Context: an optimization exercise on an open-source flow, tuned for small area, a short achievable clock period and few clock cycles. The choices shown serve that exercise and are no tape-out recipe.
Function was checked by simulation only, so behaviour that the tests miss may differ from the original.
Power figures rest on the tool's default switching activity, not on a simulated workload.

## fs_codec
module fs_codec (
    input  wire        clk,
    input  wire        rst,
    input  wire        cmd_valid,
    output wire        cmd_ready,
    input  wire [31:0] cmd_word,
    input  wire [15:0] cmd_len,
    input  wire        in_valid,
    output wire        in_ready,
    input  wire [7:0]  in_data,
    output wire        out_valid,
    input  wire        out_ready,
    output wire [7:0]  out_data,
    output wire        rsp_valid,
    input  wire        rsp_ready,
    output wire [7:0]  rsp_status,
    output wire [31:0] rsp_rval
);
    localparam [7:0] ST_OK          = 8'h00;
    localparam [7:0] ST_INVALID_LEN = 8'h02;
    localparam [7:0] ST_DECODE_ERR  = 8'h03;
    localparam [7:0] ST_INVALID_CRC = 8'h04;
    localparam [7:0] ST_ILLEGAL     = 8'h06;
    localparam [2:0] W_Z0   = 3'd0;    
    localparam [2:0] W_HDR  = 3'd1;    
    localparam [2:0] W_DATA = 3'd2;    
    localparam [2:0] W_CRC  = 3'd3;    
    localparam [2:0] W_TERM = 3'd4;    
    localparam [2:0] W_TEND = 3'd5;    
    localparam [2:0] W_IDLE = 3'd6;
    reg         cmd_rdy;
    reg         m_crc;       
    reg         m_ill;       
    reg         m_dec;       
    reg         m_enc;       
    reg         crc_fin;     
    reg         dend;        
    reg         dchk;        
    reg         fin;         
    reg  [15:0] rem_in;      
    reg         rsp_v;
    reg  [7:0]  st_q;        
    reg         rv_crc;      
    reg         rv_typ;      
    reg  [7:0]  st_r;
    reg  [31:0] rval_r;
    wire idle     = !(m_crc || m_ill || m_dec || m_enc || crc_fin || dend || dchk ||
                      fin || rsp_v);
    wire cmd_fire = cmd_valid && idle;
    wire rsp_fire = rsp_v && rsp_ready;
    wire w_hi0   = (cmd_word[31:16] == 16'd0);
    wire w_is1   = w_hi0 && (cmd_word[15:0] == 16'h0001);
    wire w_is3   = w_hi0 && (cmd_word[15:0] == 16'h0003);
  ...
Size in the first run: about 4000 cells after synthesis, roughly 61000 um^2 of cells after synthesis.
export LEC_CHECK = 0
export CAP_MARGIN = 20
export CORE_MARGIN = 2
export CORE_UTILIZATION = 68
export CTS_CLUSTER_DIAMETER = 150
export CTS_CLUSTER_SIZE = 24
export SLEW_MARGIN = 20
create_clock -name core_clock -period 10.0 [get_ports {clk}]
standard.sh (not shown) runs the stock make flow with config.mk's settings and CLKGATE_MAP_FILE= SYNTH_SCRIPT=/design/flow/synth_recipe.tcl, a recipe that flattens the netlist after the stock synthesis.
==> flow/flow/run.sh <==
#!/bin/bash
set -euo pipefail
bash standard.sh \
    SETUP_SLACK_MARGIN=6.7 \
    "BUFFER_PORTS_ARGS=-buffer_cell sky130_fd_sc_hd__buf_4" \
    finish > make.log 2>&1
Testbench counts at the start, summed over its fixed seeds: cycles 189,514.
Next try:
--- a/flow/design.v
+++ b/flow/design.v
@@ -120,15 +120,15 @@
     wire        out_space = !os_v;
     wire        pv;                         
     wire [7:0]  pd;
     wire        head_free = !out_v || out_ready;
     wire [7:0]  head_in = os_v ? os_d : pd;
     always @(posedge clk) begin
         out_d <= head_free ? head_in : oq_d;
-        if (head_free)
+        if (head_free && (os_v || pv))
             oq_d <= head_in;
         if (rst) begin
             out_v <= 1'b0;
             os_v  <= 1'b0;
         end else if (head_free) begin
             out_v <= os_v || pv;
             os_v  <= 1'b0;
The changed run ran to the end with no violations.
Worst hold slack is worse by 0.012 ns.
Count of clock-buffer cells in the layout went down by 1.
Combinational power went up by 49%.
Area after synthesis went up by 1.6%.
Setup slack is better by 0.0061 ns.
Total power went up by 1.9%.
Wire length went up by 4.2%.
Flip-flop and latch count went up by 8.
Cell area went up by 1.0%.
Via count went up by 5.1%.
Non-clock buffer count went down by 2.
Clock power barely changes.
Testbench counts after the change, summed over its fixed seeds: cycles 189,514.

* * *

fs_codec, a different RTL version from the one above (not shown whole).
Size in the first run: about 4100 cells after synthesis, ~110 I/O pins, roughly 62000 µm² of cells after synthesis.
==> flow/design.v (excerpt) <==
module fs_codec (
    input  wire        clk,
    input  wire        rst,
    input  wire        cmd_valid,
    output wire        cmd_ready,
    input  wire [31:0] cmd_word,
    input  wire [15:0] cmd_len,
    input  wire        in_valid,
    output wire        in_ready,
    input  wire [7:0]  in_data,
    output wire        out_valid,
    input  wire        out_ready,
    output wire [7:0]  out_data,
    output wire        rsp_valid,
    input  wire        rsp_ready,
    output wire [7:0]  rsp_status,
    output wire [31:0] rsp_rval
);
    localparam [7:0] ST_OK          = 8'h00;
    localparam [7:0] ST_INVALID_LEN = 8'h02;
    localparam [7:0] ST_DECODE_ERR  = 8'h03;
    localparam [7:0] ST_INVALID_CRC = 8'h04;
    localparam [7:0] ST_ILLEGAL     = 8'h06;
    localparam [2:0] W_Z0   = 3'd0;    
    localparam [2:0] W_HDR  = 3'd1;    
    localparam [2:0] W_DATA = 3'd2;    
    localparam [2:0] W_CRC  = 3'd3;    
    localparam [2:0] W_TERM = 3'd4;    
    localparam [2:0] W_TEND = 3'd5;    
    localparam [2:0] W_IDLE = 3'd6;
    reg         cmd_rdy;
    reg         m_crc;       
    reg         m_ill;       
    reg         m_dec;       
    reg         m_enc;       
    reg         crc_fin;     
    reg         dend;        
    reg         dchk;        
    reg         fin;         
    reg  [15:0] rem_in;      
    reg         rsp_v;       
    reg         rsp_vi;      
    reg         zl;          
    reg  [7:0]  st_q;        
    reg         rv_crc;      
    reg         rv_typ;      
    reg  [7:0]  st_r;
    reg  [31:0] rval_r;
    wire idle     = !(m_crc || m_ill || m_dec || m_enc || crc_fin || dend || dchk ||
                      fin || rsp_vi);
    wire cmd_fire = cmd_valid && idle;
    wire rsp_fire = rsp_vi && rsp_ready;
    wire w_hi0   = (cmd_word[31:16] == 16'd0);
    wire w_is1   = w_hi0 && (cmd_word[15:0] == 16'h0001);
    wire w_is3   = w_hi0 && (cmd_word[15:0] == 16'h0003);
    wire w_isenc = (cmd_word[15:0] == 16'h0002);
    wire w_isill = !w_is1 && !w_is3 && !w_isenc;
    wire len0    = (cmd_len == 16'd0);
  ...
export LEC_CHECK = 0
export CAP_MARGIN = 20
export CORE_MARGIN = 2
export CORE_UTILIZATION = 68
export CTS_CLUSTER_DIAMETER = 150
export CTS_CLUSTER_SIZE = 24
export SLEW_MARGIN = 20
create_clock -name core_clock -period 10.0 [get_ports {clk}]
==> flow/flow/run.sh <==
#!/bin/bash
set -euo pipefail
bash standard.sh \
    SETUP_SLACK_MARGIN=6.9 \
    "BUFFER_PORTS_ARGS=-buffer_cell sky130_fd_sc_hd__buf_4" \
    finish > make.log 2>&1
Testbench counts at the start, summed over its fixed seeds: cycles 189,515.
Next try:
--- a/flow/design.v
+++ b/flow/design.v
@@ -65,65 +65,61 @@
     reg  [7:0]  st_r;
     reg  [31:0] rval_r;
     wire idle     = !(m_crc || m_ill || m_dec || m_enc || crc_fin || dend || dchk ||
                       fin || rsp_vi);
     wire cmd_fire = cmd_valid && idle;
     wire rsp_fire = rsp_vi && rsp_ready;
     wire w_hi0   = (cmd_word[31:16] == 16'd0);
     wire w_is1   = w_hi0 && (cmd_word[15:0] == 16'h0001);
     wire w_is3   = w_hi0 && (cmd_word[15:0] == 16'h0003);
     wire w_isenc = (cmd_word[15:0] == 16'h0002);
     wire w_isill = !w_is1 && !w_is3 && !w_isenc;
     wire len0    = (cmd_len == 16'd0);
-    reg         in_rdy;      
-    reg         in_rdyi;     
+    reg         in_rdy;
     reg  [7:0]  ib, sk;
     reg         ib_v, sk_v, ib_l, sk_l, ib_z, sk_z;
-    wire        in_fire = in_valid && in_rdyi;
+    wire        in_fire = in_valid && in_rdy;
     wire        rem_ne0 = (rem_in != 16'd0);
     wire        rem_ne1 = (rem_in != 16'd1);
     wire        in_last = !rem_ne1;
     wire        in_zero = (in_data == 8'h00);
     wire        pop;                        
     wire ib_v_n = pop ? (sk_v || in_fire) : (ib_v || in_fire);
     wire sk_v_n = pop ? (sk_v && in_fire) : (sk_v || (ib_v && in_fire));
     always @(posedge clk) begin
         if (pop || !ib_v) begin
             ib   <= sk_v ? sk   : in_data;
             ib_l <= sk_v ? sk_l : in_last;
             ib_z <= sk_v ? sk_z : in_zero;
         end
         if (in_fire) begin
             sk   <= in_data;
             sk_l <= in_last;
             sk_z <= in_zero;
         end
         if (rst) begin
             ib_v   <= 1'b0;
             sk_v   <= 1'b0;
-            in_rdy  <= 1'b0;
-            in_rdyi <= 1'b0;
+            in_rdy <= 1'b0;
         end else begin
             ib_v <= ib_v_n;
             sk_v <= sk_v_n;
             if (idle)
                 rem_in <= cmd_len;
             else if (in_fire)
                 rem_in <= rem_in - 16'd1;
             if (cmd_fire) begin
-                in_rdy  <= !len0;
-                in_rdyi <= !len0;
+                in_rdy <= !len0;
             end else begin
-                in_rdy  <= !idle && ((in_valid && in_rdy) ? rem_ne1 : rem_ne0) && !sk_v_n;
-                in_rdyi <= !idle && (in_fire ? rem_ne1 : rem_ne0) && !sk_v_n;
+                in_rdy <= !idle && (in_fire ? rem_ne1 : rem_ne0) && !sk_v_n;
             end
         end
     end
     reg         out_v;       
     reg         out_vi;      
     reg  [7:0]  out_d;
     reg  [7:0]  oq_d;
     reg         os_v;
     reg  [7:0]  os_d;
     wire        out_space = !os_v;
     wire        pv;                         
     wire [7:0]  pd;
Result: Routed wire length rises by 1.4%; worst setup slack is worse by 0.0033 ns; global-route usage is higher by 0.35 points; clock power grows by about 0.8%; cell count went down by 0.55%; clock skew barely changes; power rose by 0.43%; synthesized area came out lower by 0.30%; sequential share of layout area barely changes.
Testbench counts after the change, summed over its fixed seeds: cycles 189,515.

port drivers added, routing unchanged:
No port has a modelled driver above. Below, the same layouts with a new extraction and two added sets of constraints.
Step 1 assumes that a clkbuf_16 drives the clock port and a buf_2 every other input.
Step 2 also shifts input and output timing later by t, the mid clock arrival at the registers, as if the neighbouring blocks saw the same clock.
Slacks: ideal ports / drivers / drivers and shift; pairs: ideal ports / drivers.
run | t, ns | setup WS [ns] | cell pins on the clock port's net
the first run of note 1 | 0.762 | 6.757 / 6.689 / 6.049 | 1
the second run of note 1 | 0.782 | 6.763 / 6.691 / 6.096 | 1
the first run of note 2 | 0.772 | 6.805 / 6.736 / 6.356 | 1
the second run of note 2 | 0.786 | 6.801 / 6.732 / 6.351 | 1
After both steps every run listed still meets setup and hold. The setup slack of the first run of note 1, which loses most, moves by -0.068 ns with the drivers and by -0.708 ns with both steps.
